What follows belongs to an exercise in optimizing a design on an open flow for small area; a production flow would make more cautious choices.
The RTL was checked by simulation tests, not by an equivalence proof against the original design.
No activity file was given, so power comes from the tool's default toggle rates. The flow treats the clock pin as an ideal source, which a real chip does not have.

**config.mk**
```make
export PLATFORM = sky130hd
export DESIGN_NAME = hp45_core
export DESIGN_NICKNAME = hp45_core
export VERILOG_FILES = /design/flow/design.v
export SDC_FILE = /design/flow/constraint.sdc
export NUM_CORES = 8
export LEC_CHECK = 0
export CAP_MARGIN = 20
export CORE_MARGIN = 2
export CORE_UTILIZATION = 50
export SLEW_MARGIN = 20
```
**constraint.sdc**
```tcl
create_clock -name core_clock -period 15.0 [get_ports {clk}]
set_input_delay 3.0000 -clock core_clock [delete_from_list [all_inputs] [get_ports {clk}]]
set_output_delay 3.0000 -clock core_clock [all_outputs]
set_load 0.01 [all_outputs]
```
**design.v**
```verilog
module hp45_core (
    input  wire        clk,
    input  wire        rst,
    input  wire        tick,
    input  wire        cmd_valid,
    input  wire [15:0] cmd,
    input  wire [31:0] wdata,
    output reg         rsp_valid,
    output reg  [2:0]  rc,
    output reg  [31:0] rdata,
    output wire [7:0]  port0,
    output wire [7:0]  port1,
    output wire        irq
);
    localparam integer A   = 8;
    localparam integer P   = 14;
    localparam integer PAT = A * P;
    localparam [2:0] RC_OK      = 3'd0;
    localparam [2:0] RC_FULL    = 3'd1;
    localparam [2:0] RC_EMPTY   = 3'd2;
    localparam [2:0] RC_BUSY    = 3'd3;
    localparam [2:0] RC_ILLEGAL = 3'd4;
    localparam [5:0] OP_LDPOS    = 6'h01;
    localparam [5:0] OP_LDPAT    = 6'h02;
    localparam [5:0] OP_ADD      = 6'h03;
    localparam [5:0] OP_NEXT     = 6'h04;
    localparam [5:0] OP_PEEKPOS  = 6'h05;
    localparam [5:0] OP_PEEKPAT  = 6'h06;
    localparam [5:0] OP_PKAPOS   = 6'h07;
    localparam [5:0] OP_PKAPAT   = 6'h08;
    localparam [5:0] OP_RDSPC    = 6'h09;
    localparam [5:0] OP_RDSPCMIN = 6'h0A;
    localparam [5:0] OP_WRSPC    = 6'h0B;
    localparam [5:0] OP_MERGED   = 6'h0C;
    localparam [5:0] OP_SETMODE  = 6'h0D;
    localparam [5:0] OP_GETMODE  = 6'h0E;
    localparam [5:0] OP_GETLOOP  = 6'h0F;
    localparam [5:0] OP_CLEARALL = 6'h10;
    localparam [5:0] OP_RESETRD  = 6'h11;
    localparam [5:0] OP_SETACT   = 6'h12;
    localparam [5:0] OP_SETPMODE = 6'h13;
    localparam [5:0] OP_SETSPLIT = 6'h20;
    localparam [5:0] OP_SETTMODE = 6'h21;
    localparam [5:0] OP_ENCODE   = 6'h22;
    localparam [5:0] OP_ENCIN    = 6'h23;
    localparam [5:0] OP_RDSTG    = 6'h24;
    localparam [5:0] OP_RDACT    = 6'h25;
    localparam [5:0] OP_DISPATCH = 6'h30;
    localparam [5:0] OP_ISBUSY   = 6'h31;
    localparam [5:0] OP_ACKDONE  = 6'h32;
    localparam [5:0] OP_SETIRQ   = 6'h33;
    localparam [5:0] OP_RDSTAT   = 6'h34;
    localparam [5:0] OP_RDXFER   = 6'h35;
    localparam [5:0] OP_RDPORT   = 6'h36;
    localparam [5:0] OP_RDTMR    = 6'h37;
    localparam [5:0] OP_RDELAP   = 6'h38;
    localparam [1:0] M_CLEARING = 2'd0;
    localparam [1:0] M_LOOPING  = 2'd2;
    localparam [1:0] D_IDLE     = 2'd0;
    localparam [1:0] D_ARMING   = 2'd1;
    localparam [1:0] D_INFLIGHT = 2'd2;
    function [7:0] pair_desc(input [7:0] idx, input [1:0] km1, input t);
        reg [4:0] sl;
        reg [7:0] x;
        reg [2:0] a;
        reg       oor;
        reg [4:0] off;
        reg [3:0] o;
        reg [1:0] j, r;
        begin
            case ({km1, t})
                3'd0: sl = 5'd5;
                3'd1: sl = 5'd6;
                3'd2: sl = 5'd8;
                3'd3: sl = 5'd10;
                3'd4: sl = 5'd11;
                3'd5: sl = 5'd14;
                3'd6: sl = 5'd14;
                default: sl = 5'd18;
            endcase
            x = idx;
            oor = ({1'b0, x} >= {1'b0, sl, 3'b0});
            a[2] = (x >= {1'b0, sl, 2'b0}); if (a[2]) x = x - {1'b0, sl, 2'b0};
            a[1] = (x >= {2'b0, sl, 1'b0}); if (a[1]) x = x - {2'b0, sl, 1'b0};
            a[0] = (x >= {3'b0, sl});       if (a[0]) x = x - {3'b0, sl};
            off = x[4:0];
            o = off[3:0] - 4'd2;
            if (t) begin
                j = o[3:2]; r = o[1:0];
            end else begin
                j = (o >= 4'd9) ? 2'd3 : (o >= 4'd6) ? 2'd2 : (o >= 4'd3) ? 2'd1 : 2'd0;
                r = o - {j, 1'b0} - {2'b0, j};
            end
            pair_desc = 8'd0;
            if (!oor) begin
                if (off == 5'd0)
                    pair_desc = {3'b001, a, 2'b00};
                else if (off >= 5'd2) begin
                    if (r == 2'd0)
                        pair_desc = {3'b100, a, j};
                    else if (r == 2'd1 || (r == 2'd2 && t))
                        pair_desc = {3'b110, a, j};
                end
            end
        end
    endfunction
    function [P-1:0] split_mask(input [1:0] km1, input [1:0] j);
        case ({km1, j})
            4'd0: split_mask = 14'h3FFF;
            4'd4: split_mask = 14'h1555;
            4'd5: split_mask = 14'h2AAA;
            4'd8: split_mask = 14'h1249;
            4'd9: split_mask = 14'h2492;
            4'd10: split_mask = 14'h0924;
            4'd12: split_mask = 14'h1111;
            4'd13: split_mask = 14'h2222;
            4'd14: split_mask = 14'h0444;
            4'd15: split_mask = 14'h0888;
            default: split_mask = 14'h0000;
        endcase
    endfunction
    function [P-1:0] word_of(input [PAT-1:0] pat, input [2:0] i);
        case (i)
            3'd0: word_of = pat[0*P +: P];
            3'd1: word_of = pat[1*P +: P];
            3'd2: word_of = pat[2*P +: P];
            3'd3: word_of = pat[3*P +: P];
            3'd4: word_of = pat[4*P +: P];
            3'd5: word_of = pat[5*P +: P];
            3'd6: word_of = pat[6*P +: P];
            default: word_of = pat[7*P +: P];
        endcase
    endfunction
    function [15:0] pair_val(input [7:0] d, input [P-1:0] w, input [1:0] km1);
        begin
            if (d[5])
                pair_val = 16'h4000;
            else if (d[7])
                pair_val = {d[6], 1'b0, w & split_mask(km1, d[1:0])};
            else
                pair_val = 16'd0;
        end
    endfunction
    reg [31:0]    slot_pos0, slot_pos1, slot_pos2, slot_pos3;
    reg [PAT-1:0] slot_pat0, slot_pat1, slot_pat2, slot_pat3;
    reg [3:0]     slot_v;
    reg [1:0]     w_q, r0_q, r1_q;
    reg [1:0]     mode_q;
    reg [31:0]    loopcnt_q;
    reg           act0_q, act1_q;
    reg [1:0]     pmode_q;
    reg [31:0]    in_pos_q;
    reg [PAT-1:0] in_pat_q;
    reg [1:0]     km1_q;           
    reg           tmode_q;
    reg [PAT-1:0] stg_pat;
    reg [1:0]     stg_km1;
    reg           stg_t;
    reg           stg_v;
    reg [PAT-1:0] act_pat;
    reg [1:0]     act_km1;
    reg           act_t;
    reg           act_v;
    reg [1:0]     dstate_q;
    reg [7:0]     pidx_q;
    reg [1:0]     tmr_q;
    reg           trig_q;
    reg [2:0]     elapsed_q;
    reg           donep_q;
    reg           irqen_q;
    assign irq = donep_q & irqen_q;
    wire [5:0] op   = cmd[15:10];
    wire       side = cmd[9];
    wire [4:0] aidx = cmd[8:4];
    wire [3:0] rsv  = cmd[3:0];
    wire op_known = (op <= 6'h13) || (op >= 6'h20 && op <= 6'h25) ||
                    (op >= 6'h30 && op <= 6'h38);
    wire uses_s   = (op >= OP_NEXT && op <= OP_RDSPC) || (op == OP_SETACT);
    wire uses_idx = (op == OP_LDPAT) || (op == OP_PEEKPAT) ||
                    (op == OP_PKAPAT) || (op == OP_MERGED);
    wire illegal = !op_known || (rsv != 4'd0) || (!uses_s && side) ||
                   (!uses_idx && aidx != 5'd0) || (uses_idx && aidx[4:3] != 2'd0);
    wire [1:0] unread0 = w_q - r0_q - 2'd1;
    wire [1:0] unread1 = w_q - r1_q - 2'd1;
    wire [1:0] unread_s = side ? unread1 : unread0;
    wire [1:0] umax = (unread0 > unread1) ? unread0 : unread1;
    wire [1:0] umin = (unread0 < unread1) ? unread0 : unread1;
    wire [2:0] wspace = (mode_q == M_CLEARING) ? {1'b0, 2'd3 - umax} :
                        (w_q == 2'd0) ? 3'd4 : {1'b0, -w_q};
    wire [1:0] w_inc = w_q + 2'd1;
    wire [1:0] umax_a = umax + 2'd1;
    wire [2:0] wspace_a = (mode_q == M_CLEARING) ? {1'b0, 2'd3 - umax_a} :
                          (w_inc == 2'd0) ? 3'd4 : {1'b0, -w_inc};
    wire [1:0] r_s   = side ? r1_q : r0_q;
    wire [1:0] nxt_s = r_s + 2'd1;
    wire contrib0 = act0_q && (pmode_q == 2'd0 || pmode_q == 2'd1);
    wire contrib1 = act1_q && (pmode_q == 2'd0 || pmode_q == 2'd2);
    wire [1:0] nr0 = side ? r0_q : r0_q + 2'd1;
    wire [1:0] nr1 = side ? r1_q + 2'd1 : r1_q;
    wire       nx_loop = (mode_q == M_LOOPING) && (w_q - nr0 == 2'd1) &&
                         (w_q - nr1 == 2'd1);
    wire [1:0] nx_r0 = nx_loop ? 2'd0 : nr0;
    wire [1:0] nx_r1 = nx_loop ? 2'd0 : nr1;
    wire [1:0] nx_rsp = w_q - (side ? nx_r1 : nx_r0) - 2'd1;
    wire [7:0]  rd_d;
    wire peek_op  = (op >= OP_PEEKPOS) && (op <= OP_PKAPAT);
    wire [1:0] tgt = (op == OP_PKAPOS || op == OP_PKAPAT) ? nxt_s : r_s;
    wire encin_op = (op == OP_ENCIN);
    wire rdreg_op = (op == OP_RDSTG) || (op == OP_RDACT);
    reg [3:0] sel;
    integer s;
    always @* begin
        for (s = 0; s < 4; s = s + 1) begin
            if (encin_op || rdreg_op)
                sel[s] = 1'b0;
            else if (peek_op)
                sel[s] = (tgt == s);
            else
                sel[s] = (contrib0 && r0_q == s) || (contrib1 && r1_q == s);
            sel[s] = sel[s] & slot_v[s];
        end
    end
    wire [PAT-1:0] net_pat = (sel[0] ? slot_pat0 : {PAT{1'b0}}) |
                             (sel[1] ? slot_pat1 : {PAT{1'b0}}) |
                             (sel[2] ? slot_pat2 : {PAT{1'b0}}) |
                             (sel[3] ? slot_pat3 : {PAT{1'b0}}) |
                             (encin_op ? in_pat_q : {PAT{1'b0}}) |
                             ((op == OP_RDSTG) ? stg_pat : {PAT{1'b0}}) |
                             ((op == OP_RDACT) ? act_pat : {PAT{1'b0}});
    wire [31:0] net_pos = (sel[0] ? slot_pos0 : 32'd0) |
                          (sel[1] ? slot_pos1 : 32'd0) |
                          (sel[2] ? slot_pos2 : 32'd0) |
                          (sel[3] ? slot_pos3 : 32'd0);
    wire [2:0]   net_wsel = rdreg_op ? rd_d[4:2] : aidx[2:0];
    wire [P-1:0] net_word = word_of(net_pat, net_wsel);
    wire [15:0] enc_len = (km1_q == 2'd0) ? (tmode_q ? 16'd48  : 16'd40)  :
                          (km1_q == 2'd1) ? (tmode_q ? 16'd80  : 16'd64)  :
                          (km1_q == 2'd2) ? (tmode_q ? 16'd112 : 16'd88)  :
                                            (tmode_q ? 16'd144 : 16'd112);
    wire        rd_act = op[0];
    wire [1:0]  rd_km1 = rd_act ? act_km1 : stg_km1;
    wire        rd_t   = rd_act ? act_t : stg_t;
    wire        rd_v   = rd_act ? act_v : stg_v;
    assign rd_d = pair_desc(wdata[7:0], rd_km1, rd_t);
    wire [15:0] rd_pair = rd_v ? pair_val(rd_d, net_word, rd_km1) : 16'd0;
    wire        idx_ok = (wdata < 32'd144);
    localparam [2:0] PS_NONE   = 3'd0;    
    localparam [2:0] PS_START  = 3'd1;    
    localparam [2:0] PS_ADV    = 3'd2;    
    localparam [2:0] PS_ZERO   = 3'd3;    
    localparam [2:0] PS_PHASE  = 3'd4;    
    reg [2:0] ps_q;
    reg [2:0] pa_q;
    reg [1:0] pj_q, pr_q;
    wire [P-1:0] pt_w  = word_of(act_pat, pa_q);
    wire [P-1:0] pt_m  = pt_w & split_mask(act_km1, pj_q);
    wire [15:0] port_v = !act_v               ? 16'd0 :
                         (ps_q == PS_ADV)     ? 16'h4000 :
                         (ps_q != PS_PHASE)   ? 16'd0 :
                         (pr_q == 2'd0)       ? {2'b00, pt_m} :
                         (pr_q == 2'd1 || (pr_q == 2'd2 && act_t)) ? {2'b10, pt_m} :
                                                16'd0;
    reg [2:0] n_ps, n_pa;
    reg [1:0] n_pj, n_pr;
    always @* begin
        n_ps = ps_q; n_pa = pa_q; n_pj = pj_q; n_pr = pr_q;
        case (ps_q)
            PS_START: begin n_ps = PS_ADV; n_pa = 3'd0; end
            PS_ADV:   n_ps = PS_ZERO;
            PS_ZERO:  begin n_ps = PS_PHASE; n_pj = 2'd0; n_pr = 2'd0; end
            PS_PHASE: begin
                if (pr_q != {1'b1, act_t})            
                    n_pr = pr_q + 2'd1;
                else if (pj_q != act_km1) begin
                    n_pj = pj_q + 2'd1; n_pr = 2'd0;
                end else if (pa_q != 3'd7) begin
                    n_pa = pa_q + 3'd1; n_ps = PS_ADV;
                end else
                    n_ps = PS_NONE;
            end
            default: ;
        endcase
    end
    assign port0 = port_v[7:0];
    assign port1 = port_v[15:8];
    wire busy = (dstate_q != D_IDLE) || (elapsed_q <= 3'd5);
    wire [2:0] split_v = {1'b0, km1_q} + 3'd1;
    wire [31:0] stat = {14'd0, donep_q & irqen_q, 1'b1, trig_q, irqen_q, donep_q,
                        busy, dstate_q, tmode_q, split_v, act1_q, act0_q,
                        pmode_q, mode_q};
    wire ok = !illegal;
    wire o_add      = ok && op == OP_ADD;
    wire o_next     = ok && op == OP_NEXT;
    wire o_peekpos  = ok && op == OP_PEEKPOS;
    wire o_peekpat  = ok && op == OP_PEEKPAT;
    wire o_pkapos   = ok && op == OP_PKAPOS;
    wire o_pkapat   = ok && op == OP_PKAPAT;
    wire o_rdspc    = ok && op == OP_RDSPC;
    wire o_rdspcmin = ok && op == OP_RDSPCMIN;
    wire o_wrspc    = ok && op == OP_WRSPC;
    wire o_merged   = ok && op == OP_MERGED;
    wire o_setmode  = ok && op == OP_SETMODE;
    wire o_getmode  = ok && op == OP_GETMODE;
    wire o_getloop  = ok && op == OP_GETLOOP;
    wire o_setact   = ok && op == OP_SETACT;
    wire o_setpmode = ok && op == OP_SETPMODE;
    wire o_setsplit = ok && op == OP_SETSPLIT;
    wire o_settmode = ok && op == OP_SETTMODE;
    wire o_enc      = ok && (op == OP_ENCODE || op == OP_ENCIN);
    wire o_rdreg    = ok && (op == OP_RDSTG || op == OP_RDACT);
    wire o_dispatch = ok && op == OP_DISPATCH;
    wire o_isbusy   = ok && op == OP_ISBUSY;
    wire o_setirq   = ok && op == OP_SETIRQ;
    wire o_rdstat   = ok && op == OP_RDSTAT;
    wire o_rdxfer   = ok && op == OP_RDXFER;
    wire o_rdport   = ok && op == OP_RDPORT;
    wire o_rdtmr    = ok && op == OP_RDTMR;
    wire o_rdelap   = ok && op == OP_RDELAP;
    wire wsp_nz = (wspace != 3'd0);
    wire us_nz  = (unread_s != 2'd0);
    wire hi_z   = (wdata[31:3] == 29'd0);
    wire le1    = hi_z && wdata[2:1] == 2'd0;
    wire le2    = le1 || (hi_z && wdata[2:0] == 3'd2);
    wire [2:0] split_c = (wdata == 32'd0) ? 3'd1 :
                         (!hi_z || wdata[2:0] > 3'd4) ? 3'd4 : wdata[2:0];
    wire [2:0] c_rc = (illegal || (o_rdreg && !idx_ok)) ? RC_ILLEGAL :
                      (o_add && !wsp_nz)                ? RC_FULL :
                      ((o_next || o_pkapos || o_pkapat) && !us_nz) ? RC_EMPTY :
                      (o_dispatch && busy)              ? RC_BUSY : RC_OK;
    wire [31:0] c_rdata =
        ({32{o_add && wsp_nz}}                         & {29'd0, wspace_a}) |
        ({32{o_next && us_nz}}                         & {30'd0, nx_rsp}) |
        ({32{o_peekpos || (o_pkapos && us_nz)}}        & net_pos) |
        ({32{o_peekpat || o_merged || (o_pkapat && us_nz)}} & {18'd0, net_word}) |
        ({32{o_rdspc}}                                 & {30'd0, unread_s}) |
        ({32{o_rdspcmin}}                              & {30'd0, umin}) |
        ({32{o_wrspc}}                                 & {29'd0, wspace}) |
        ({32{(o_setmode || o_setpmode) && le2}}        & 32'd1) |
        ({32{(o_setact || o_settmode || o_setirq) && le1}} & 32'd1) |
        ({32{o_getmode}}                               & {30'd0, mode_q}) |
        ({32{o_getloop}}                               & loopcnt_q) |
        ({32{o_setsplit}}                              & {29'd0, split_c}) |
        ({32{o_enc}}                                   & {enc_len, 16'd144}) |
        ({32{o_rdreg && idx_ok}}                       & {16'd0, rd_pair}) |
        ({32{o_isbusy}}                                & {31'd0, busy}) |
        ({32{o_rdstat}}                                & stat) |
        ({32{o_rdxfer}}                                & {24'd0, pidx_q}) |
        ({32{o_rdport}}                                & {16'd0, port_v}) |
        ({32{o_rdtmr}}                                 & {30'd0, tmr_q}) |
        ({32{o_rdelap}}                                & {29'd0, elapsed_q});
    wire do_cmd = cmd_valid && (c_rc == RC_OK);
    wire is_dispatch = do_cmd && (op == OP_DISPATCH);
    wire is_ackdone  = do_cmd && (op == OP_ACKDONE);
    wire [1:0] dstate_c = is_dispatch ? D_ARMING : dstate_q;
    wire       trig_c   = is_dispatch ? 1'b0 : trig_q;
    wire       donep_c  = is_ackdone ? 1'b0 : donep_q;
    reg [1:0] t_dstate;
    reg [7:0] t_pidx;
    reg [1:0] t_tmr;
    reg       t_trig;
    reg [2:0] t_elapsed;
    reg       t_donep;
    reg       t_edge, t_done, t_start, t_step;
    always @* begin
        t_start  = 1'b0;
        t_step   = 1'b0;
        t_dstate = dstate_c;
        t_pidx   = pidx_q;
        t_trig   = trig_c;
        t_donep  = donep_c;
        t_done   = 1'b0;
        t_edge   = (tmr_q == 2'd3);
        t_tmr    = tmr_q + 2'd1;
        case (dstate_c)
            D_IDLE: begin
                if (t_edge) t_trig = 1'b1;
            end
            D_ARMING: begin
                if (t_tmr == 2'd1) begin
                    t_tmr    = 2'd0;
                    t_trig   = 1'b0;
                    t_pidx   = 8'd0;
                    t_dstate = D_INFLIGHT;
                    t_start  = 1'b1;
                end else if (t_edge) begin
                    t_trig = 1'b1;
                end
            end
            D_INFLIGHT: begin
                if (t_edge) begin
                    t_step = 1'b1;
                    t_pidx = pidx_q + 8'd1;
                    if (pidx_q == 8'd143) begin
                        t_dstate = D_IDLE;
                        t_donep  = 1'b1;
                        t_done   = 1'b1;
                    end
                end
            end
            default: ;
        endcase
        if (t_done)
            t_elapsed = 3'd0;
        else if (elapsed_q <= 3'd5)
            t_elapsed = elapsed_q + 3'd1;
        else
            t_elapsed = 3'd6;
    end
    wire [31:0]  in_d  = rst ? 32'd0 : wdata;
    integer wi;
    always @(posedge clk) begin
        if (rst || (do_cmd && op == OP_LDPOS))
            in_pos_q <= in_d;
        for (wi = 0; wi < A; wi = wi + 1)
            if (rst || (do_cmd && op == OP_LDPAT && aidx[2:0] == wi))
                in_pat_q[wi*P +: P] <= in_d[P-1:0];
    end
    wire        loop_clr = rst || (do_cmd && op == OP_CLEARALL);
    wire        loop_inc = do_cmd && op == OP_NEXT && nx_loop;
    wire [31:0] loop_cy;
    assign loop_cy[0] = loop_inc;
    genvar gi;
    generate
        for (gi = 1; gi < 32; gi = gi + 1) begin : g_loop
            assign loop_cy[gi] = loop_cy[gi-1] & loopcnt_q[gi-1];
        end
    endgenerate
    always @(posedge clk)
        loopcnt_q <= loop_clr ? 32'd0 : (loopcnt_q ^ loop_cy);
    always @(posedge clk) begin
        rc    <= c_rc;
        rdata <= c_rdata;
        if (do_cmd && op == OP_ADD) begin
            case (w_q)
                2'd0: begin slot_pos0 <= in_pos_q; slot_pat0 <= in_pat_q; end
                2'd1: begin slot_pos1 <= in_pos_q; slot_pat1 <= in_pat_q; end
                2'd2: begin slot_pos2 <= in_pos_q; slot_pat2 <= in_pat_q; end
                default: begin slot_pos3 <= in_pos_q; slot_pat3 <= in_pat_q; end
            endcase
        end
        if (do_cmd && (op == OP_ENCODE || op == OP_ENCIN)) begin
            stg_pat <= net_pat;
            stg_km1 <= km1_q;
            stg_t   <= tmode_q;
        end
        if (do_cmd && op == OP_DISPATCH) begin
            act_pat <= stg_pat;
            act_km1 <= stg_km1;
            act_t   <= stg_t;
        end
    end
    always @(posedge clk) begin
        if (rst) begin
            slot_v     <= 4'd0;
            w_q        <= 2'd1;
            r0_q       <= 2'd0;
            r1_q       <= 2'd0;
            mode_q     <= M_CLEARING;
            act0_q     <= 1'b1;
            act1_q     <= 1'b1;
            pmode_q    <= 2'd0;
            km1_q      <= 2'd0;
            tmode_q    <= 1'b0;
            stg_v      <= 1'b0;
            act_v      <= 1'b0;
            dstate_q   <= D_IDLE;
            pidx_q     <= 8'd0;
            tmr_q      <= 2'd0;
            trig_q     <= 1'b0;
            elapsed_q  <= 3'd6;
            ps_q       <= PS_NONE;
            donep_q    <= 1'b0;
            irqen_q    <= 1'b0;
            rsp_valid  <= 1'b0;
        end else begin
            rsp_valid <= cmd_valid;
            if (do_cmd) begin
                case (op)
                    OP_ADD: begin
                        slot_v[w_q] <= 1'b1;
                        w_q <= w_inc;
                    end
                    OP_NEXT: begin
                        r0_q <= nx_r0;
                        r1_q <= nx_r1;
                    end
                    OP_SETMODE:  if (le2) mode_q <= wdata[1:0];
                    OP_CLEARALL: begin
                        slot_v    <= 4'd0;
                        w_q       <= 2'd1;
                        r0_q      <= 2'd0;
                        r1_q      <= 2'd0;
                    end
                    OP_RESETRD: begin
                        r0_q <= 2'd0;
                        r1_q <= 2'd0;
                    end
                    OP_SETACT: if (le1) begin
                        if (side) act1_q <= wdata[0];
                        else      act0_q <= wdata[0];
                    end
                    OP_SETPMODE: if (le2) pmode_q <= wdata[1:0];
                    OP_SETSPLIT: km1_q <= split_c[1:0] - 2'd1;
                    OP_SETTMODE: if (le1) tmode_q <= wdata[0];
                    OP_ENCODE,
                    OP_ENCIN:    stg_v <= 1'b1;
                    OP_DISPATCH: act_v <= stg_v;
                    OP_SETIRQ:   if (le1) irqen_q <= wdata[0];
                    default: ;
                endcase
            end
            if (tick) begin
                dstate_q  <= t_dstate;
                pidx_q    <= t_pidx;
                tmr_q     <= t_tmr;
                trig_q    <= t_trig;
                elapsed_q <= t_elapsed;
                donep_q   <= t_donep;
                if (t_start)
                    ps_q <= PS_START;
                if (t_step) begin
                    ps_q <= n_ps;
                    pa_q <= n_pa;
                    pj_q <= n_pj;
                    pr_q <= n_pr;
                end
            end else begin
                dstate_q <= dstate_c;
                trig_q   <= trig_c;
                donep_q  <= donep_c;
            end
        end
    end
endmodule
```
**flow/run.sh**
```bash
#!/bin/bash
set -euo pipefail
export CTS_ARGS="-sink_clustering_enable -repair_clock_nets -sink_clustering_size 40 -sink_clustering_max_diameter 60 -dont_use_dummy_load"
export BUFFER_PORTS_ARGS="-buffer_cell sky130_fd_sc_hd__buf_1"
bash standard.sh > standard.log 2>&1
```
**standard.sh**
```bash
#!/bin/bash
# synth_recipe.tcl (not shown) runs the flow's synth.tcl, then flattens the netlist and writes it again
# the make line also repeats each setting of config.mk as NAME=value (left out here)
make -C /OpenROAD-flow-scripts/flow DESIGN_CONFIG=/design/flow/config.mk WORK_HOME=/design/flow/orfs CLKGATE_MAP_FILE= SYNTH_SCRIPT=/design/flow/synth_recipe.tcl "${@:-finish}"
```
==> results of run 1 <==
[layer usage]
metal	wire, um	track usage [%]	part of all wire (%)
met5	30	0	0.022
met4	4940	10.39	3.7
met3	14960	6.407	11
met2	62320	46.37	46
met1	52860	41.38	39
[power by group]
part / switching, uW / internal (uW) / total [uW]
sequential: 36.4 / 3270 / 3310
combinational: 366 / 187 / 552
clock: 937 / 895 / 1830
total: 1340 / 4350 / 5690
[worst max-delay path, delay by kind of cell]
family / cells / cell delay [ns]
mux: 6 / 2.28
compound gates: 16 / 3.63
simple gates: 13 / 3.06
fa+ha+maj: 5 / 1.68
buf+inv: 5 / 0.97
[path summary, 6_finish.rpt]
kind	from	end	slack [ns]	depth (start not counted)
min reg2reg	stg_pat[61]	act_pat[61]	0.42	0
max	cmd[10]	rdata[2]	0.90	45
max reg2reg	act_km1[0]	rdata[2]	2.96	44
min	stg_pat[61]	act_pat[61]	0.42	0
[stage by stage]
step / setup WS (ns) / instances / instance area, um^2
2_1_floorplan: 1.164 / 2969 / 43710
3_3_place_gp: 0.2438 / 4111 / 45510
3_5_place_dp: -0.3176 / 4111 / 45530
4_1_cts: 0.2869 / 4187 / 47430
5_1_grt: 0.05403 / 4194 / 47500
6_report: 0.8967 / 4195 / 47500
[flip-flops by register name (all words and copies together) (netlist names), 112 cells and up]
| signal | flops |
|---|---|
| slot_pat2 | 112 |
| act_pat | 112 |
| slot_pat3 | 112 |
| in_pat_q | 112 |
| slot_pat0 | 112 |
| stg_pat | 112 |
| slot_pat1 | 112 |
[cells by family (layout without fill, tap and decap cells)]
family,after synthesis,in the layout,share of synthesized area (%)
AOI/OAI and AO/OA,684,684,13.00
and+or+nand+nor,773,773,8.564
buffers and inverters,241,310,2.201
adders and majority gates,108,108,3.143
muxes,65,65,1.683
xor gates and xnor gates,31,31,0.6212
other,0,2,0
DFF,1067,1067,70.78
[cell usage after synthesis, drive strengths merged, types with 47 or more instances]
cell type | number | share of area [%]
ha | 105 | 3.0
nand3 | 151 | 1.7
dfxtp | 110 | 5.0
nand2 | 221 | 1.9
o21ai | 80 | 0.92
clkbuf | 150 | 1.3
a21oi | 72 | 0.84
and2 | 47 | 0.68
inv | 58 | 0.50
a222oi | 246 | 5.6
edfxtp | 957 | 66
a221oi | 57 | 1.1
nor2 | 161 | 1.4
[cell type report]
type | count | area, um^2
Timing Repair Buffer | 175 | 974.7
Clock buffer | 76 | 1902
Inverter | 59 | 224.0
Fill cell | 7019 | 39250
Multi-Input combinational cell | 1661 | 12010
Sequential cell | 1067 | 30940
Antenna cell | 2 | 5.005
Tap cell | 1155 | 1445
[timing repair]
action / CTS / global route
buffers inserted: 0 / 6
endpoints found under the setup margin: 0 / 14
resized for setup: 0 / 5
hold buffers: 0 / 0
==> flow_metrics.py, run 1 <==
metrics = {
    "critical_path": {
        "worst-path-max-fanout": 21,
        "worst_path_max_delay_cell": "or4_1",
        "crit_path_end_kind": "flip-flop",
        "critical-path-top-cell-by-count": "ha_1",
        "critical_path.startpoint_type": "primary input",
        "worstSetupPathType": "primary input to flip-flop",
        "critPathRequiredTime_ns": 15.54,
        "worst-endpoint-arrival_ns": 14.64,
        "critPathMaxStageDelay_ns": 0.50,
    },
    "logic_synthesis": {
        "syn_area_per_cell_um2": 14.72,
        "synth_cell_type_count": 96,
        "synth-main-ff-cell": "edfxtp_1",
        "async_set_reset_flop_share_out_of_synthesis_pct": 0,
        "postSynthRegisterBits": 1067,
        "number_of_flops_mapped_to_enable_cells_by_yosys": 957,
        "synth.cell_area_um2": 43710,
        "yosysWarnings": 1,
        "synth_seq_area_share_pct": 70.78,
        "syn-instance-count": 2969,
        "synthesis.nets": 3129,
    },
    "run": {
        "cap_violations": 0,
    },
    "hold_path": {
        "hp-class": "flip-flop to flip-flop",
    },
    "timing": {
        "timing_worst_slew_pin_value_ns": 1.191,
        "finalSetupTns_ns": 0,
        "worst_hold_check_slack_ns": 0.4243,
        "timing.final.hold_violations": 0,
        "maxSlewHeadroom_pct": 19.96,
        "finalWorstPathRequiredPeriod_ns": 14.10,
        "post-route-period-util_pct": 94.02,
        "grt_setup_unrepaired": "false",
        "final-setup-viol-count": 0,
        "fmaxAchievable_mhz": 70.91,
        "timing.clock.skew_ns": 0.09977,
        "slew_viol_final": 0,
    },
    "cells_and_area": {
        "highest_count_cells_in_the_layout_ignoring_fill_and_taps": "957 x edfxtp_1, 246 x a222oi_1, 219 x nand2_1, 158 x nor2_1, 151 x nand3_1",
        "area.growth.synth_to_final_pct": 8.676,
        "layout_cell_share_with_drive_strength_beyond_1_pct": 8.032,
        "final_common_cell": "edfxtp_1",
        "final_net_count": 3200,
        "postLayoutCoreUtil_pct": 54.76,
    },
    "floorplanning": {
        "die_area_um2": 89800,
        "floorplan.die.width_um": 299.7,
        "core.rowCount": 108,
        "top_level_i_o_count": 105,
        "core-area_um2": 86750,
        "die_height_um": 299.7,
        "floorplan.initialDensity_pct": 50.39,
    },
    "clock_network": {
        "cts_inserted_buffers": 76,
        "clock_sinks": 1067,
        "clkSlewWorstSetupHoldPaths_ns": 0.09,
        "cts-htree-levels": 3,
        "worstSkewPairLatency_ns": 0.67,
        "cts-root-to-sink-buffers": 3,
        "clockRootBuffer": "clkbuf_16",
        "cts_tree": "built",
    },
    "route": {
        "detail_route.wl_per_cell_um": 32.21,
        "route.final.wire_length_mm": 135.1,
        "initialDrtViolationCount": 4554,
        "drt.antenna.violating_nets": 0,
        "vias_per_cell": 6.829,
        "post-route-drc-count": 0,
        "detailedRoute.firstPassIterationCount": 13,
        "dr_total_vias": 28650,
    },
    "grt": {
        "groute.usage.overall_pct": 29.68,
        "grt_pass1_wl_mm": 194.2,
        "grt_max_degree": 130,
        "grt-ovfl-total": 0,
        "initial_antenna_violation_count": 11,
        "first_global_vias": 27630,
    },
    "power": {
        "peakVddDrop_mv": 0.1079,
        "power_density_nw_per_um2": 119.9,
        "power.total_uw": 5694,
        "power.static_leakage_uw": 0.01554,
    },
    "run_status": {
        "outcome": "finished clean",
    },
    "place": {
        "dp_hpwl_mm": 83.29,
        "place.port_buffers": 104,
        "gpl.final_weighted_congestion": 0.9520,
    },
}
==> run 2, diff against run 1 <==
==> flow/run.sh (replaced) <==
#!/bin/bash
set -euo pipefail
export CTS_ARGS="-sink_clustering_enable -repair_clock_nets -sink_clustering_size 26 -sink_clustering_max_diameter 90 -dont_use_dummy_load"
export BUFFER_PORTS_ARGS="-buffer_cell sky130_fd_sc_hd__buf_1"
bash standard.sh > standard.log 2>&1
--- a/config.mk
+++ b/config.mk
@@ -8,4 +8,5 @@
 export CAP_MARGIN = 20
 export CORE_MARGIN = 2
 export CORE_UTILIZATION = 50
+export PLACE_DENSITY = 0.85
 export SLEW_MARGIN = 20
==> flow_metrics.py, run 2 <==
metrics = {
    "floorplanning": {
        "top_level_i_o_count": 105,
        "floorplan.initialDensity_pct": 50.39,
        "floorplan.die.width_um": 299.7,
        "core.rowCount": 108,
        "core-area_um2": 86750,
        "die_height_um": 299.7,
        "die_area_um2": 89800,
    },
    "cells_and_area": {
        "highest_count_cells_in_the_layout_ignoring_fill_and_taps": "957 x edfxtp_1, 246 x a222oi_1, 219 x nand2_1, 158 x nor2_1, 151 x nand3_1",
        "layout_cell_share_with_drive_strength_beyond_1_pct": 6.822,
        "num_antenna_cells": 0,
        "area.growth.synth_to_final_pct": 6.816,
        "final_net_count": 3167,
        "final_common_cell": "edfxtp_1",
        "postLayoutCoreUtil_pct": 53.82,
        "fin_area_um2": 46690,
    },
    "logic_synthesis": {
        "synthMostInstantiatedCell": "edfxtp_1",
        "synth_seq_area_share_pct": 70.78,
        "yosys.area.top_type": "edfxtp_1",
        "postSynthRegisterBits": 1067,
        "synthesis.nets": 3129,
        "synth_cell_type_count": 96,
        "async_set_reset_flop_share_out_of_synthesis_pct": 0,
        "post_synth_most_frequent_cells": "957 x edfxtp_1, 246 x a222oi_1, 219 x nand2_1, 161 x nor2_1, 151 x nand3_1",
        "syn_area_per_cell_um2": 14.72,
        "synth-main-ff-cell": "edfxtp_1",
        "syn-instance-count": 2969,
        "synth.cell_area_um2": 43710,
        "synthDominantCellAreaShare_pct": 65.74,
        "number_of_flops_mapped_to_enable_cells_by_yosys": 957,
        "post_synth_main_area_contributors": "edfxtp_1 66%, a222oi_1 5.6%, dfxtp_1 5.0%, ha_1 3.0%, nand2_1 1.9%",
        "yosysWarnings": 1,
    },
    "power": {
        "peakVddDrop_mv": 0.1222,
        "power.static_leakage_uw": 0.01515,
        "power.total_uw": 5268,
        "power_density_nw_per_um2": 112.8,
    },
    "clock_network": {
        "clock_sinks": 1067,
        "worstSkewPairLatency_ns": 0.62,
        "cts_tree": "built",
        "cts_inserted_buffers": 47,
        "clockRootBuffer": "clkbuf_16",
        "cts-root-to-sink-buffers": 3,
        "clkSlewWorstSetupHoldPaths_ns": 0.10,
        "cts-htree-levels": 2,
        "ctsHoldBuffers": 0,
    },
    "timing": {
        "slew_viol_final": 0,
        "post-route-period-util_pct": 93.47,
        "timing_worst_slew_pin_value_ns": 1.214,
        "maxSlewHeadroom_pct": 18.58,
        "grt_setup_unrepaired": "false",
        "finalSetupTns_ns": 0,
        "layout_setup_ws_ns": 0.9791,
        "finalWorstPathRequiredPeriod_ns": 14.02,
        "timing.clock.skew_ns": 0.03586,
        "final-setup-viol-count": 0,
        "fmaxAchievable_mhz": 71.32,
        "timing.final.hold_violations": 0,
    },
    "route": {
        "route.final.wire_length_mm": 123.0,
        "initialDrtViolationCount": 5969,
        "detailedRoute.firstPassIterationCount": 9,
        "drt.antenna.violating_nets": 0,
        "post-route-drc-count": 0,
        "detail_route.wl_per_cell_um": 29.57,
        "dr_total_vias": 28700,
        "vias_per_cell": 6.900,
    },
    "critical_path": {
        "worstSetupStartpoint": "cmd[10]",
        "crit-reg2reg-launch": "act_km1[0]",
        "worst-path-max-fanout": 15,
        "critical-path-top-cell-by-count": "ha_1",
        "worstSetupPathDepth": 47,
        "crit_path_end_kind": "flip-flop",
        "worstRegToRegCells": 46,
        "worst-endpoint-arrival_ns": 14.48,
        "worst_path_max_delay_cell": "a32oi_4",
        "critical_path.reg2reg.endpoint": "rdata[12]",
        "critPathRequiredTime_ns": 15.46,
        "worstSetupPathType": "primary input to flip-flop",
        "critPathCapture": "rdata[12]",
        "r2r_setup_slack_ns": 3.03,
        "critical_path_buf_inv_count": 7,
        "critical_path.startpoint_type": "primary input",
        "cp_top_family": "compound AO/OA/AOI/OAI gates",
        "critPathMaxStageDelay_ns": 0.63,
    },
    "grt": {
        "first_global_vias": 27700,
        "groute.usage.overall_pct": 26.86,
        "grt_pass1_wl_mm": 181.0,
        "initial_antenna_violation_count": 4,
        "grt-ovfl-total": 0,
        "grt_max_degree": 145,
    },
    "place": {
        "pre_cts_ws_ns": 0.2693,
        "place.port_buffers": 104,
        "dp_hpwl_mm": 78.06,
        "gpl.final_weighted_congestion": 0.9796,
        "dpl_cell_area_um2": 45490,
    },
    "run": {
        "cap_violations": 0,
    },
    "hold_path": {
        "timing.hold.worst.start": "stg_pat[95]",
        "hp-class": "flip-flop to flip-flop",
    },
    "run_status": {
        "outcome": "finished clean",
    },
}
==> run 2: layout make-up <==
type / instances / area (um^2)
tap: 1155 / 1445
sequential: 1067 / 30940
clock buffer: 47 / 1176
multi-input combinational: 1661 / 11990
timing repair buffer: 171 / 919.6
fill: 6812 / 40060
inverter: 59 / 224.0
==> run 2: power by group <==
group | switching (uW) | total, uW | internal, uW | leakage (uW)
logic | 357 | 550 | 192 | 0.00493
clock network | 847 | 1410 | 562 | 0.000579
registers | 38.4 | 3310 | 3270 | 0.00964
==> run 2: metal layers <==
layer | wire [um] | vias up | track usage (%)
li1 | - | 12040 | -
met1 | 42850 | 13920 | 35.49
met2 | 56010 | 2361 | 41.75
met3 | 17020 | 381 | 6.552
met4 | 7088 | 4 | 13.42
met5 | 23 | - | 0
==> run 2: logic make-up (layout without fill, tap and decap cells) <==
logic type               after synthesis  after routing  share of synthesized area (%)
adder cells (fa/ha/maj)              108            108                          3.143
buffers and inverters                241            277                          2.201
flip-flops                          1067           1067                          70.78
AND/OR/NAND/NOR                      773            773                          8.564
XOR/XNOR                              31             31                         0.6212
AO/OA/AOI/OAI                        684            684                          13.00
multiplexers                          65             65                          1.683
==> run 2: through the flow <==
step                std cells  hold WS, ns
finish                   4160       0.4538
global placement         4110       0.4288
detailed placement       4110       0.4344
floorplan                2969       0.4271
CTS                      4157       0.4482
global route             4160       0.4511
==> run 2: repair_timing <==
action | in CTS | in global routing
endpoints found under the setup margin | 0 | 5
buffers inserted | 0 | 3
resized for setup | 0 | 1
==> run 2: how the worst min path moves through the flow <==
stage | end | cells past startpoint
floorplan | act_pat[0] | 0
global placement | act_pat[8] | 0
detailed placement | act_pat[84] | 0
CTS | act_pat[35] | 0
global route | act_pat[35] | 0
finish | act_pat[95] | 0
==> run 3, diff against run 2 <==
--- a/config.mk
+++ b/config.mk
@@ -8,5 +8,4 @@
 export CAP_MARGIN = 20
 export CORE_MARGIN = 2
 export CORE_UTILIZATION = 50
-export PLACE_DENSITY = 0.85
 export SLEW_MARGIN = 20
==> flow_metrics.py, run 3 <==
metrics = {
    "run_status": {
        "outcome": "finished clean",
    },
    "logic_synthesis": {
        "postSynthRegisterBits": 1067,
        "synthesis.nets": 3129,
        "synthDominantCellAreaShare_pct": 65.74,
        "yosysWarnings": 1,
        "async_set_reset_flop_share_out_of_synthesis_pct": 0,
        "number_of_flops_mapped_to_enable_cells_by_yosys": 957,
        "syn_area_per_cell_um2": 14.72,
        "synth_seq_area_share_pct": 70.78,
        "synth_cell_type_count": 96,
        "syn-instance-count": 2969,
        "synth.cell_area_um2": 43710,
        "post_synth_most_frequent_cells": "957 x edfxtp_1, 246 x a222oi_1, 219 x nand2_1, 161 x nor2_1, 151 x nand3_1",
        "synth-main-ff-cell": "edfxtp_1",
        "post_synth_main_area_contributors": "edfxtp_1 66%, a222oi_1 5.6%, dfxtp_1 5.0%, ha_1 3.0%, nand2_1 1.9%",
        "yosys.area.top_type": "edfxtp_1",
        "synthMostInstantiatedCell": "edfxtp_1",
    },
    "place": {
        "gpl.final_weighted_congestion": 0.9520,
        "place.port_buffers": 104,
        "dp_hpwl_mm": 83.29,
        "pre_cts_ws_ns": -0.3176,
    },
    "cells_and_area": {
        "area.growth.synth_to_final_pct": 7.165,
        "final_common_cell": "edfxtp_1",
        "highest_count_cells_in_the_layout_ignoring_fill_and_taps": "957 x edfxtp_1, 246 x a222oi_1, 219 x nand2_1, 158 x nor2_1, 151 x nand3_1",
        "final_net_count": 3173,
        "layout_cell_share_with_drive_strength_beyond_1_pct": 7.207,
    },
    "timing": {
        "layout_setup_ws_ns": 0.8777,
        "maxSlewHeadroom_pct": 21.88,
        "final-setup-viol-count": 0,
        "grt_setup_unrepaired": "false",
        "timing_worst_slew_pin_value_ns": 1.172,
        "finalSetupTns_ns": 0,
        "timing.final.hold_violations": 0,
        "fmaxAchievable_mhz": 70.81,
        "slew_viol_final": 0,
        "finalWorstPathRequiredPeriod_ns": 14.12,
        "timing.clock.skew_ns": 0.1040,
        "post-route-period-util_pct": 94.15,
        "worst_hold_check_slack_ns": 0.4070,
    },
    "hold_path": {
        "timing.hold.worst.start": "stg_pat[0]",
        "holdPathStages": 0,
        "hp-class": "flip-flop to flip-flop",
    },
    "grt": {
        "grt-ovfl-total": 0,
        "initial_antenna_violation_count": 7,
        "first_global_vias": 27300,
        "grt_max_degree": 130,
        "grt_pass1_wl_mm": 193.1,
        "groute.usage.overall_pct": 29.44,
    },
    "critical_path": {
        "critical-path-top-cell-by-count": "ha_1",
        "worstRegToRegCells": 44,
        "crit-reg2reg-launch": "act_km1[0]",
        "worstSetupPathType": "primary input to flip-flop",
        "critPathRequiredTime_ns": 15.51,
        "crit_path_end_kind": "flip-flop",
        "critical_path.startpoint_type": "primary input",
        "worstSetupStartpoint": "cmd[10]",
        "worst-endpoint-arrival_ns": 14.63,
        "critPathMaxStageDelay_ns": 0.50,
        "worst-path-max-fanout": 21,
        "worst_path_max_delay_cell": "mux4_2",
    },
    "floorplanning": {
        "top_level_i_o_count": 105,
        "die_area_um2": 89800,
        "floorplan.die.width_um": 299.7,
        "core.rowCount": 108,
        "floorplan.initialDensity_pct": 50.39,
        "core-area_um2": 86750,
        "die_height_um": 299.7,
    },
    "power": {
        "comb_power_share_pct": 10.4,
        "power.switching_uw": 1277,
        "power.static_leakage_uw": 0.01522,
        "power.total_uw": 5331,
        "sequentialPowerShare_pct": 62.0,
        "clockPowerShare_pct": 27.6,
        "power_density_nw_per_um2": 113.8,
        "power.share.switching_pct": 23.97,
        "peakVddDrop_mv": 0.1256,
        "internal_power_uw": 4053,
    },
    "route": {
        "dr_total_vias": 28360,
        "detail_route.wl_per_cell_um": 32.31,
        "drt.antenna.violating_nets": 0,
        "post-route-drc-count": 0,
        "route.final.wire_length_mm": 134.6,
        "vias_per_cell": 6.806,
        "detailedRoute.firstPassIterationCount": 9,
        "initialDrtViolationCount": 4412,
    },
    "clock_network": {
        "clkSlewWorstSetupHoldPaths_ns": 0.10,
        "ctsHoldBuffers": 0,
        "worstSkewPairLatency_ns": 0.67,
        "clockRootBuffer": "clkbuf_16",
        "cts-root-to-sink-buffers": 3,
        "cts_tree": "built",
        "clock_sinks": 1067,
        "cts-htree-levels": 2,
        "cts_inserted_buffers": 50,
    },
    "run": {
        "cap_violations": 0,
    },
}
## run 3: metal layers
layer	GRT usage (%)	wire (um)
met2	46.59	62570
met3	5.545	14390
met4	9.595	4744
met5	0	16
met1	41.35	52900
## run 3: worst paths after layout
| check | to | slack, ns |
|---|---|---|
| setup / recovery | rdata[2] | 0.88 |
| hold / removal | act_pat[0] | 0.41 |
| setup reg to reg | rdata[2] | 3.01 |
| hold reg to reg | act_pat[0] | 0.41 |
## run 3: area by class of cell
class	count	area (um^2)
well taps	1155	1445
fillers	7079	39910
inverters	59	224.0
repair buffers	174	967.2
diodes	1	2.502
clock buffers	50	1251
multi-input cells	1661	12010
flip-flops and latches	1067	30940
## run 3: cells by family (layout without fill, tap and decap cells)
group                    after synthesis  in the layout  synth area share, %
XOR/XNOR                              31             31               0.6212
flip-flops                          1067           1067                70.78
buffers and inverters                241            283                2.201
AND/OR/NAND/NOR                      773            773                8.564
multiplexers                          65             65                1.683
other                                  0              1                    0
adder cells (fa/ha/maj)              108            108                3.143
AO/OA/AOI/OAI                        684            684                13.00
## run 3: per-stage QoR
step | instance area [um^2] | cells | utilization [%]
5_1_grt | 46840 | 4167 | 54.00
2_1_floorplan | 43710 | 2969 | -
6_report | 46840 | 4167 | 54.00
3_3_place_gp | 45510 | 4111 | 52.46
3_5_place_dp | 45530 | 4111 | 52.48
4_1_cts | 46780 | 4161 | 53.92
## run 3: what timing repair did
action,CTS,global route
buffers inserted,0,5
resized for setup,0,5
endpoints found under the setup margin,0,14
hold endpoints to repair,0,0
## run 3: worst max-delay path, delay by kind of cell
family | cells | cell delay (ns)
fa+ha+maj | 5 | 1.68
compound gates | 16 | 3.62
simple gates | 13 | 3.06
buf+inv | 5 | 0.97
mux | 6 | 2.28
## run 3: power by group through the flow
stage,Clock [uW],Sequential (uW),Combinational (uW)
2_1_floorplan,0,3360,404
4_1_cts,1490,3310,543
3_5_place_dp,0,3380,541
5_1_grt,1590,3310,597
6_report,1470,3310,553
3_3_place_gp,0,3370,531
==> run 4, diff against run 3 <==
==> flow/run.sh (replaced) <==
#!/bin/bash
set -euo pipefail
export CTS_ARGS="-sink_clustering_enable -repair_clock_nets -sink_clustering_size 30 -sink_clustering_max_diameter 75 -dont_use_dummy_load"
export BUFFER_PORTS_ARGS="-buffer_cell sky130_fd_sc_hd__buf_1"
bash standard.sh > standard.log 2>&1
--- a/config.mk
+++ b/config.mk
@@ -8,4 +8,5 @@
 export CAP_MARGIN = 20
 export CORE_MARGIN = 2
 export CORE_UTILIZATION = 50
+export PLACE_DENSITY = 0.9
 export SLEW_MARGIN = 20
==> flow_metrics.py, run 4 <==
metrics = {
    "cells_and_area": {
        "final.fill_count": 6751,
        "highest_count_cells_in_the_layout_ignoring_fill_and_taps": "957 x edfxtp_1, 246 x a222oi_1, 219 x nand2_1, 157 x nor2_1, 151 x nand3_1",
        "final_net_count": 3163,
        "final_common_cell": "edfxtp_1",
        "layout_cell_share_with_drive_strength_beyond_1_pct": 6.664,
        "final_cell_count_no_fill": 4157,
        "area.growth.synth_to_final_pct": 6.587,
    },
    "logic_synthesis": {
        "post_synth_main_area_contributors": "edfxtp_1 66%, a222oi_1 5.6%, dfxtp_1 5.0%, ha_1 3.0%, nand2_1 1.9%",
        "synth.cell_area_um2": 43710,
        "synth_cell_type_count": 96,
        "synth-main-ff-cell": "edfxtp_1",
        "synthDominantCellAreaShare_pct": 65.74,
        "number_of_flops_mapped_to_enable_cells_by_yosys": 957,
        "synthMostInstantiatedCell": "edfxtp_1",
        "synthesis.nets": 3129,
        "syn_area_per_cell_um2": 14.72,
        "yosys.area.top_type": "edfxtp_1",
        "async_set_reset_flop_share_out_of_synthesis_pct": 0,
        "postSynthRegisterBits": 1067,
        "yosysWarnings": 1,
        "syn-instance-count": 2969,
        "post_synth_most_frequent_cells": "957 x edfxtp_1, 246 x a222oi_1, 219 x nand2_1, 161 x nor2_1, 151 x nand3_1",
        "synth_seq_area_share_pct": 70.78,
    },
    "floorplanning": {
        "top_level_i_o_count": 105,
        "die_height_um": 299.7,
        "floorplan.initialDensity_pct": 50.39,
        "die_area_um2": 89800,
        "core.rowCount": 108,
        "core-area_um2": 86750,
        "floorplan.die.width_um": 299.7,
    },
    "route": {
        "dr_total_vias": 29260,
        "route.final.wire_length_mm": 124.8,
        "initialDrtViolationCount": 5783,
        "vias_per_cell": 7.039,
        "drt.antenna.violating_nets": 0,
        "detail_route.wl_per_cell_um": 30.02,
        "post-route-drc-count": 0,
        "detailedRoute.firstPassIterationCount": 12,
    },
    "critical_path": {
        "worstSetupStartpoint": "cmd[10]",
        "crit_path_end_kind": "flip-flop",
        "critPathRequiredTime_ns": 15.44,
        "worstSetupPathType": "primary input to flip-flop",
        "worst-endpoint-arrival_ns": 14.72,
        "worst_path_max_delay_cell": "a32oi_4",
        "r2r_setup_slack_ns": 2.84,
        "critical_path.reg2reg.endpoint": "rdata[1]",
        "worstRegToRegCells": 46,
        "critPathMaxStageDelay_ns": 0.60,
        "critical_path.startpoint_type": "primary input",
        "critPathCapture": "rdata[1]",
        "crit-reg2reg-launch": "act_km1[0]",
        "worst-path-max-fanout": 15,
        "critical-path-top-cell-by-count": "ha_1",
    },
    "clock_network": {
        "clock_sinks": 1067,
        "ctsHoldBuffers": 0,
        "cts-htree-levels": 2,
        "cts_inserted_buffers": 43,
        "clockRootBuffer": "clkbuf_16",
        "clkSlewWorstSetupHoldPaths_ns": 0.11,
        "worstSkewPairLatency_ns": 0.66,
        "cts-root-to-sink-buffers": 3,
        "cts_tree": "built",
    },
    "place": {
        "gpl.final_weighted_congestion": 0.9865,
        "place.port_buffers": 104,
        "post-place-cells": 4111,
        "pre_cts_ws_ns": 0.2438,
        "dp_hpwl_mm": 78.46,
    },
    "grt": {
        "first_global_vias": 27970,
        "grt-ovfl-total": 0,
        "grt_max_degree": 145,
        "groute.usage.overall_pct": 27.00,
        "grt_pass1_wl_mm": 181.7,
        "initial_antenna_violation_count": 5,
    },
    "power": {
        "sequentialPowerShare_pct": 63.8,
        "power_density_nw_per_um2": 111.4,
        "power.total_uw": 5192,
        "power.share.switching_pct": 23.43,
        "power.static_leakage_uw": 0.01511,
        "comb_power_share_pct": 10.4,
        "power.switching_uw": 1216,
        "internal_power_uw": 3976,
        "peakVddDrop_mv": 0.1118,
        "clockPowerShare_pct": 25.9,
    },
    "run_status": {
        "outcome": "finished clean",
    },
    "timing": {
        "grt_setup_unrepaired": "false",
        "post-route-period-util_pct": 95.23,
        "timing.final.hold_violations": 0,
        "fmaxAchievable_mhz": 70.01,
        "timing_worst_slew_pin_value_ns": 1.266,
        "maxSlewHeadroom_pct": 15.28,
        "finalWorstPathRequiredPeriod_ns": 14.28,
        "finalSetupTns_ns": 0,
        "layout_setup_ws_ns": 0.7159,
        "final-setup-viol-count": 0,
        "timing.clock.skew_ns": 0.1072,
        "slew_viol_final": 0,
    },
    "run": {
        "cap_violations": 0,
    },
    "hold_path": {
        "hp-class": "flip-flop to flip-flop",
        "timing.hold.worst.start": "stg_pat[18]",
    },
}
## run 4: per-stage QoR
| stage | instance area (um^2) | utilization (%) | hold WS [ns] |
|---|---|---|---|
| detailed placement | 45480 | 52.43 | 0.4344 |
| finish | 46590 | 53.70 | 0.4398 |
| global route | 46590 | 53.70 | 0.4593 |
| global placement | 45480 | 52.43 | 0.4281 |
| CTS | 46560 | 53.67 | 0.4326 |
| floorplan | 43710 | - | 0.4271 |
## run 4: layout make-up
class / count / area (um^2) / area share [%]
antenna: 1 / 2.502 / 0.005371
clock buffer: 43 / 1076 / 2.310
inverter: 59 / 224.0 / 0.4807
multi-input combinational: 1661 / 12000 / 25.75
sequential: 1067 / 30940 / 66.41
tap: 1155 / 1445 / 3.102
timing repair buffer: 171 / 907.1 / 1.947
## run 4: power by group through the flow
stage                     sequential [uW]  combinational, uW  clock, uW
final                                3310                538       1340
after detailed placement             3380                519          0
after floorplan                      3360                404          0
after global routing                 3320                581       1420
after CTS                            3310                523       1340
after global placement               3370                525          0
## run 4: what timing repair did
item                       CTS  global route
gates resized for setup      0             0
setup buffers                0             2
setup endpoints to repair    0             1
## run 4: worst min-delay path by stage
stage              endpoint  slack (ns)  cells past startpoint
3_3_place_gp    act_pat[63]        0.43                      0
4_1_cts        slot_pos2[4]        0.43                      0
2_1_floorplan    act_pat[0]        0.43                      0
3_5_place_dp    act_pat[36]        0.43                      0
5_1_grt         act_pat[70]        0.46                      0
6_report        act_pat[18]        0.44                      0
## run 4: worst max-delay path, delay by kind of cell
kind,cells,cell delay (ns)
AO/OA/AOI/OAI,17,3.57
AND/OR/NAND/NOR,12,3.21
multiplexers,6,1.98
adder cells (fa/ha/maj),5,1.68
buffers and inverters,7,1.28
## run 4: kinds of logic after synthesis
| logic type | Yosys count | share of synthesized area (%) |
|---|---|---|
| compound gates | 684 | 13.00 |
| simple gates | 773 | 8.564 |
| buf+inv | 241 | 2.201 |
| xor+xnor | 31 | 0.6212 |
| fa+ha+maj | 108 | 3.143 |
| mux | 65 | 1.683 |
| flops | 1067 | 70.78 |
## run 4: layer usage
| layer | wire (um) | GRT usage, % |
|---|---|---|
| met5 | 0 | 0 |
| met4 | 7486 | 12.80 |
| met3 | 18810 | 7.183 |
| met2 | 56830 | 42.90 |
| met1 | 41670 | 34.71 |
==> run 5, diff against run 4 <==
==> flow/run.sh (replaced) <==
#!/bin/bash
set -euo pipefail
export CTS_ARGS="-sink_clustering_enable -repair_clock_nets -sink_clustering_size 34 -sink_clustering_max_diameter 80 -dont_use_dummy_load"
export BUFFER_PORTS_ARGS="-buffer_cell sky130_fd_sc_hd__buf_1"
bash standard.sh > standard.log 2>&1
--- a/config.mk
+++ b/config.mk
@@ -8,5 +8,5 @@
 export CAP_MARGIN = 20
 export CORE_MARGIN = 2
 export CORE_UTILIZATION = 50
-export PLACE_DENSITY = 0.9
+export PLACE_DENSITY = 0.85
 export SLEW_MARGIN = 20
==> flow_metrics.py, run 5 <==
metrics = {
    "run_status": {
        "outcome": "finished clean",
    },
    "cells_and_area": {
        "postLayoutCoreUtil_pct": 53.59,
        "multi_input_comb_area_um2": 11990,
        "final_net_count": 3158,
        "highest_count_cells_in_the_layout_ignoring_fill_and_taps": "957 x edfxtp_1, 246 x a222oi_1, 219 x nand2_1, 158 x nor2_1, 151 x nand3_1",
        "final.fill_count": 6820,
        "layout_cell_share_with_drive_strength_beyond_1_pct": 6.542,
        "area.growth.synth_to_final_pct": 6.352,
        "register_area_um2": 30940,
        "final_common_cell": "edfxtp_1",
    },
    "clock_network": {
        "ctsHoldBuffers": 0,
        "cts-root-to-sink-buffers": 3,
        "clockRootBuffer": "clkbuf_16",
        "cts-htree-levels": 2,
        "clock_sinks": 1067,
        "worstSkewPairLatency_ns": 0.63,
        "clkSlewWorstSetupHoldPaths_ns": 0.12,
        "cts_tree": "built",
        "cts_inserted_buffers": 39,
    },
    "logic_synthesis": {
        "post_synth_most_frequent_cells": "957 x edfxtp_1, 246 x a222oi_1, 219 x nand2_1, 161 x nor2_1, 151 x nand3_1",
        "yosysWarnings": 1,
        "synth_seq_area_share_pct": 70.78,
        "async_set_reset_flop_share_out_of_synthesis_pct": 0,
        "number_of_flops_mapped_to_enable_cells_by_yosys": 957,
        "yosys.area.top_type": "edfxtp_1",
        "synth_cell_type_count": 96,
        "synthMostInstantiatedCell": "edfxtp_1",
        "synthesis.nets": 3129,
        "syn_area_per_cell_um2": 14.72,
        "post_synth_main_area_contributors": "edfxtp_1 66%, a222oi_1 5.6%, dfxtp_1 5.0%, ha_1 3.0%, nand2_1 1.9%",
        "synth-main-ff-cell": "edfxtp_1",
        "synthDominantCellAreaShare_pct": 65.74,
        "synth.cell_area_um2": 43710,
        "syn-instance-count": 2969,
        "postSynthRegisterBits": 1067,
    },
    "timing": {
        "slew_viol_final": 0,
        "final-setup-viol-count": 0,
        "timing_worst_slew_pin_value_ns": 1.210,
        "maxSlewHeadroom_pct": 19.06,
        "timing.clock.skew_ns": 0.09194,
        "finalWorstPathRequiredPeriod_ns": 14.02,
        "post-route-period-util_pct": 93.46,
        "fmaxAchievable_mhz": 71.33,
        "finalSetupTns_ns": 0,
        "grt_setup_unrepaired": "false",
        "timing.final.hold_violations": 0,
    },
    "critical_path": {
        "critical-path-top-cell-by-count": "ha_1",
        "crit-reg2reg-launch": "act_km1[0]",
        "worstRegToRegCells": 46,
        "critPathRequiredTime_ns": 15.46,
        "worst_path_max_delay_cell": "a32oi_4",
        "worstSetupStartpoint": "cmd[10]",
        "critPathMaxStageDelay_ns": 0.64,
        "crit_path_end_kind": "flip-flop",
        "worst-path-max-fanout": 15,
        "worstSetupPathType": "primary input to flip-flop",
        "critical_path.startpoint_type": "primary input",
        "worst-endpoint-arrival_ns": 14.48,
        "r2r_setup_slack_ns": 3.13,
        "critical_path.reg2reg.endpoint": "rdata[12]",
    },
    "power": {
        "peakVddDrop_mv": 0.1231,
        "sequentialPowerShare_pct": 64.2,
        "power.total_uw": 5152,
        "power.static_leakage_uw": 0.01505,
        "comb_power_share_pct": 10.6,
        "internal_power_uw": 3937,
        "power_density_nw_per_um2": 110.8,
        "clockPowerShare_pct": 25.1,
        "power.share.switching_pct": 23.58,
        "power.switching_uw": 1215,
    },
    "grt": {
        "grt_pass1_wl_mm": 179.4,
        "initial_antenna_violation_count": 5,
        "groute.usage.overall_pct": 26.65,
        "first_global_vias": 27490,
        "grt_max_degree": 145,
        "grt-ovfl-total": 0,
    },
    "route": {
        "drt.antenna.violating_nets": 0,
        "detail_route.wl_per_cell_um": 29.42,
        "dr_total_vias": 28670,
        "initialDrtViolationCount": 5781,
        "detailedRoute.firstPassIterationCount": 10,
        "post-route-drc-count": 0,
        "route.final.wire_length_mm": 122.2,
        "vias_per_cell": 6.903,
    },
    "floorplanning": {
        "die_area_um2": 89800,
        "core-area_um2": 86750,
        "floorplan.die.width_um": 299.7,
        "top_level_i_o_count": 105,
        "die_height_um": 299.7,
        "floorplan.initialDensity_pct": 50.39,
        "core.rowCount": 108,
    },
    "hold_path": {
        "holdPathStages": 0,
        "timing.hold.worst.start": "stg_pat[105]",
        "worst_hold_path.endpoint": "act_pat[105]",
        "hp-class": "flip-flop to flip-flop",
    },
    "place": {
        "place.port_buffers": 104,
        "gpl.final_weighted_congestion": 0.9796,
        "dp_hpwl_mm": 78.06,
    },
    "run": {
        "cap_violations": 0,
    },
}
[run 5: cell counts after synthesis]
No cell type changed its count.
[run 5: how the worst max path moves through the flow]
stage | end | slack (ns) | cells past startpoint
floorplan | rdata[2] | 1.16 | 49
global placement | rdata[3] | 0.53 | 47
detailed placement | rdata[3] | 0.27 | 47
CTS | rdata[3] | 0.90 | 47
global route | rdata[5] | 0.13 | 46
finish | rdata[12] | 0.98 | 47
[run 5: cell type report]
type	instances	share of cell area, %
Sequential cell	1067	66.56
Antenna cell	2	0.01077
Multi-Input combinational cell	1661	25.78
Inverter	59	0.4818
Timing Repair Buffer	170	1.962
Clock buffer	39	2.099
Tap cell	1155	3.109
[run 5: per-layer routing]
metal / global-route usage (%) / wire, um / up-vias
met2: 41.66 / 55610 / 2358
met1: 35.54 / 42730 / 13900
met3: 6.204 / 16820 / 391
met4: 12.49 / 7014 / 4
met5: 0 / 22 / -
li1: - / - / 12020
[run 5: critical path: cells and delay by family]
family	cells	cell delay, ns
and+or+nand+nor	12	3.03
adders and majority gates	5	1.69
buffers and inverters	7	1.18
AOI/OAI and AO/OA	17	3.37
muxes	6	2.17
[run 5: cell families after synthesis]
group	after synthesis	share of synthesized area (%)
AO/OA/AOI/OAI	684	13.00
XOR/XNOR	31	0.6212
adder cells (fa/ha/maj)	108	3.143
buffers and inverters	241	2.201
flip-flops	1067	70.78
multiplexers	65	1.683
AND/OR/NAND/NOR	773	8.564
[run 5: power groups by stage]
stage | Sequential (uW) | Clock (uW) | Combinational (uW)
finish | 3310 | 1290 | 548
global route | 3320 | 1370 | 589
CTS | 3310 | 1280 | 537
detailed placement | 3380 | 0 | 533
global placement | 3370 | 0 | 538
floorplan | 3360 | 0 | 404
[run 5: through the flow]
stage                     hold slack (ns)  cells  cell area [um^2]  setup WS (ns)
final                              0.4344   4153             46490         0.9807
after detailed placement           0.4344   4110             45490         0.2693
after CTS                          0.4334   4149             46470         0.9048
after global placement             0.4288   4110             45480         0.5314
after floorplan                    0.4271   2969             43710          1.164
after global routing               0.4498   4151             46480         0.1313
[run 5: what timing repair did]
item | CTS | global route
buffers inserted | 0 | 2
resized for setup | 0 | 1
endpoints found under the setup margin | 0 | 4
==> run 6, diff against run 5 <==
==> flow/run.sh (replaced) <==
#!/bin/bash
set -euo pipefail
export CTS_ARGS="-sink_clustering_enable -repair_clock_nets -sink_clustering_size 30 -sink_clustering_max_diameter 85 -dont_use_dummy_load"
export BUFFER_PORTS_ARGS="-buffer_cell sky130_fd_sc_hd__buf_1"
bash standard.sh > standard.log 2>&1
==> flow_metrics.py, run 6 <==
metrics = {
    "run_status": {
        "outcome": "finished clean",
    },
    "grt": {
        "grt_pass1_wl_mm": 179.2,
        "first_global_vias": 27480,
        "grt_max_degree": 145,
        "grt-ovfl-total": 0,
        "groute.usage.overall_pct": 26.60,
        "initial_antenna_violation_count": 3,
    },
    "route": {
        "vias_per_cell": 6.891,
        "detail_route.wl_per_cell_um": 29.41,
        "detailedRoute.firstPassIterationCount": 13,
        "post-route-drc-count": 0,
        "dr_total_vias": 28650,
        "drt.antenna.violating_nets": 0,
        "initialDrtViolationCount": 6120,
    },
    "critical_path": {
        "r2r_setup_slack_ns": 3.07,
        "worstSetupPathType": "primary input to flip-flop",
        "worst-path-max-fanout": 15,
        "critical-path-top-cell-by-count": "ha_1",
        "worst_path_max_delay_cell": "a32oi_4",
        "worstRegToRegCells": 46,
        "crit-reg2reg-launch": "act_km1[0]",
        "critPathMaxStageDelay_ns": 0.64,
        "worst-endpoint-arrival_ns": 14.48,
        "critPathRequiredTime_ns": 15.46,
        "critical_path.reg2reg.endpoint": "rdata[12]",
    },
    "place": {
        "dp_hpwl_mm": 78.06,
        "place.port_buffers": 104,
    },
    "timing": {
        "post-route-period-util_pct": 93.42,
        "timing.clock.skew_ns": 0.05809,
        "timing_worst_slew_pin_value_ns": 1.260,
        "grt_setup_unrepaired": "false",
        "maxSlewHeadroom_pct": 15.70,
        "worst_hold_check_slack_ns": 0.4548,
        "timing.final.hold_violations": 0,
        "fmaxAchievable_mhz": 71.36,
        "final-setup-viol-count": 0,
        "finalWorstPathRequiredPeriod_ns": 14.01,
    },
    "hold_path": {
        "hp-class": "flip-flop to flip-flop",
        "timing.hold.worst.start": "stg_pat[35]",
        "worst_hold_path.endpoint": "act_pat[35]",
        "holdPathStages": 0,
    },
    "clock_network": {
        "cts_inserted_buffers": 42,
        "clockRootBuffer": "clkbuf_16",
        "cts_tree": "built",
        "clock_sinks": 1067,
        "worstSkewPairLatency_ns": 0.63,
        "clkSlewWorstSetupHoldPaths_ns": 0.11,
        "cts-htree-levels": 2,
    },
    "run": {
        "cap_violations": 0,
    },
    "logic_synthesis": {
        "synth_seq_area_share_pct": 70.78,
        "synth.cell_area_um2": 43710,
        "async_set_reset_flop_share_out_of_synthesis_pct": 0,
        "synth-main-ff-cell": "edfxtp_1",
        "postSynthRegisterBits": 1067,
        "yosys.area.top_type": "edfxtp_1",
        "yosysWarnings": 1,
        "post_synth_most_frequent_cells": "957 x edfxtp_1, 246 x a222oi_1, 219 x nand2_1, 161 x nor2_1, 151 x nand3_1",
        "post_synth_main_area_contributors": "edfxtp_1 66%, a222oi_1 5.6%, dfxtp_1 5.0%, ha_1 3.0%, nand2_1 1.9%",
        "synthesis.nets": 3129,
    },
    "power": {
        "power_density_nw_per_um2": 111.3,
        "peakVddDrop_mv": 0.1199,
        "power.static_leakage_uw": 0.01509,
    },
    "floorplanning": {
        "die_area_um2": 89800,
        "floorplan.initialDensity_pct": 50.39,
        "top_level_i_o_count": 105,
        "core.rowCount": 108,
        "die_height_um": 299.7,
        "core-area_um2": 86750,
    },
    "cells_and_area": {
        "area.growth.synth_to_final_pct": 6.552,
        "highest_count_cells_in_the_layout_ignoring_fill_and_taps": "957 x edfxtp_1, 246 x a222oi_1, 219 x nand2_1, 158 x nor2_1, 151 x nand3_1",
        "layout_cell_share_with_drive_strength_beyond_1_pct": 6.698,
    },
}
-- run 6: final cells by class --
cell class / instances / area [um^2]
fillers: 6793 / 40180
flip-flops and latches: 1067 / 30940
multi-input cells: 1661 / 11990
well taps: 1155 / 1445
clock buffers: 42 / 1051
repair buffers: 172 / 927.1
inverters: 59 / 224.0
diodes: 1 / 2.502
-- run 6: worst max-delay path by stage --
stage,start,to,slack [ns]
CTS,cmd[10],rdata[3],0.88
global route,cmd[10],rdata[8],0.12
finish,cmd[10],rdata[12],0.99
global placement,cmd[10],rdata[3],0.53
detailed placement,cmd[10],rdata[3],0.27
floorplan,cmd[10],rdata[2],1.16
-- run 6: critical path: cells and delay by family --
kind            cells  cell delay [ns]
simple gates       12             3.04
compound gates     17             3.36
mux                 6             2.17
fa+ha+maj           5             1.69
buf+inv             7             1.18
-- run 6: cell families (layout without fill, tap and decap cells) --
family / after synthesis / count (layout) / share of synthesized area (%)
mux: 65 / 65 / 1.683
xor+xnor: 31 / 31 / 0.6212
other cells: 0 / 1 / 0
compound gates: 684 / 684 / 13.00
fa+ha+maj: 108 / 108 / 3.143
simple gates: 773 / 773 / 8.564
buf+inv: 241 / 273 / 2.201
flops: 1067 / 1067 / 70.78
-- run 6: report_power, final --
group | switching (uW) | internal [uW]
registers | 38.4 | 3270
logic | 356 | 193
clock network | 821 | 507
-- run 6: per-layer routing --
layer	up-vias	track usage, %
met1	13870	35.59
met3	375	5.929
met2	2374	41.56
li1	12030	-
met4	2	12.68
met5	-	0
-- run 6: repair_timing --
| item | in CTS | in global routing |
|---|---|---|
| hold buffers | 0 | 0 |
| endpoints found under the setup margin | 0 | 4 |
| hold endpoints to repair | 0 | 0 |
| resized for setup | 0 | 1 |
| buffers inserted | 0 | 4 |
-- run 6: metrics by stage --
stage / cells / worst slack (ns) / util, % / cell area (um^2)
finish: 4157 / 0.9869 / 53.69 / 46570
global route: 4156 / 0.1228 / 53.68 / 46570
floorplan: 2969 / 1.164 / - / 43710
global placement: 4110 / 0.5314 / 52.43 / 45480
detailed placement: 4110 / 0.2693 / 52.44 / 45490
CTS: 4152 / 0.8768 / 53.65 / 46540

Re-timed with assumed drivers on the ports (clkbuf_16 on the clock, buf_2 on other inputs), run 6 has 0.997 ns of setup slack against 0.987 ns with ideal ports, and 0.328 ns once port delays also move by the mid clock arrival of 0.669 ns.
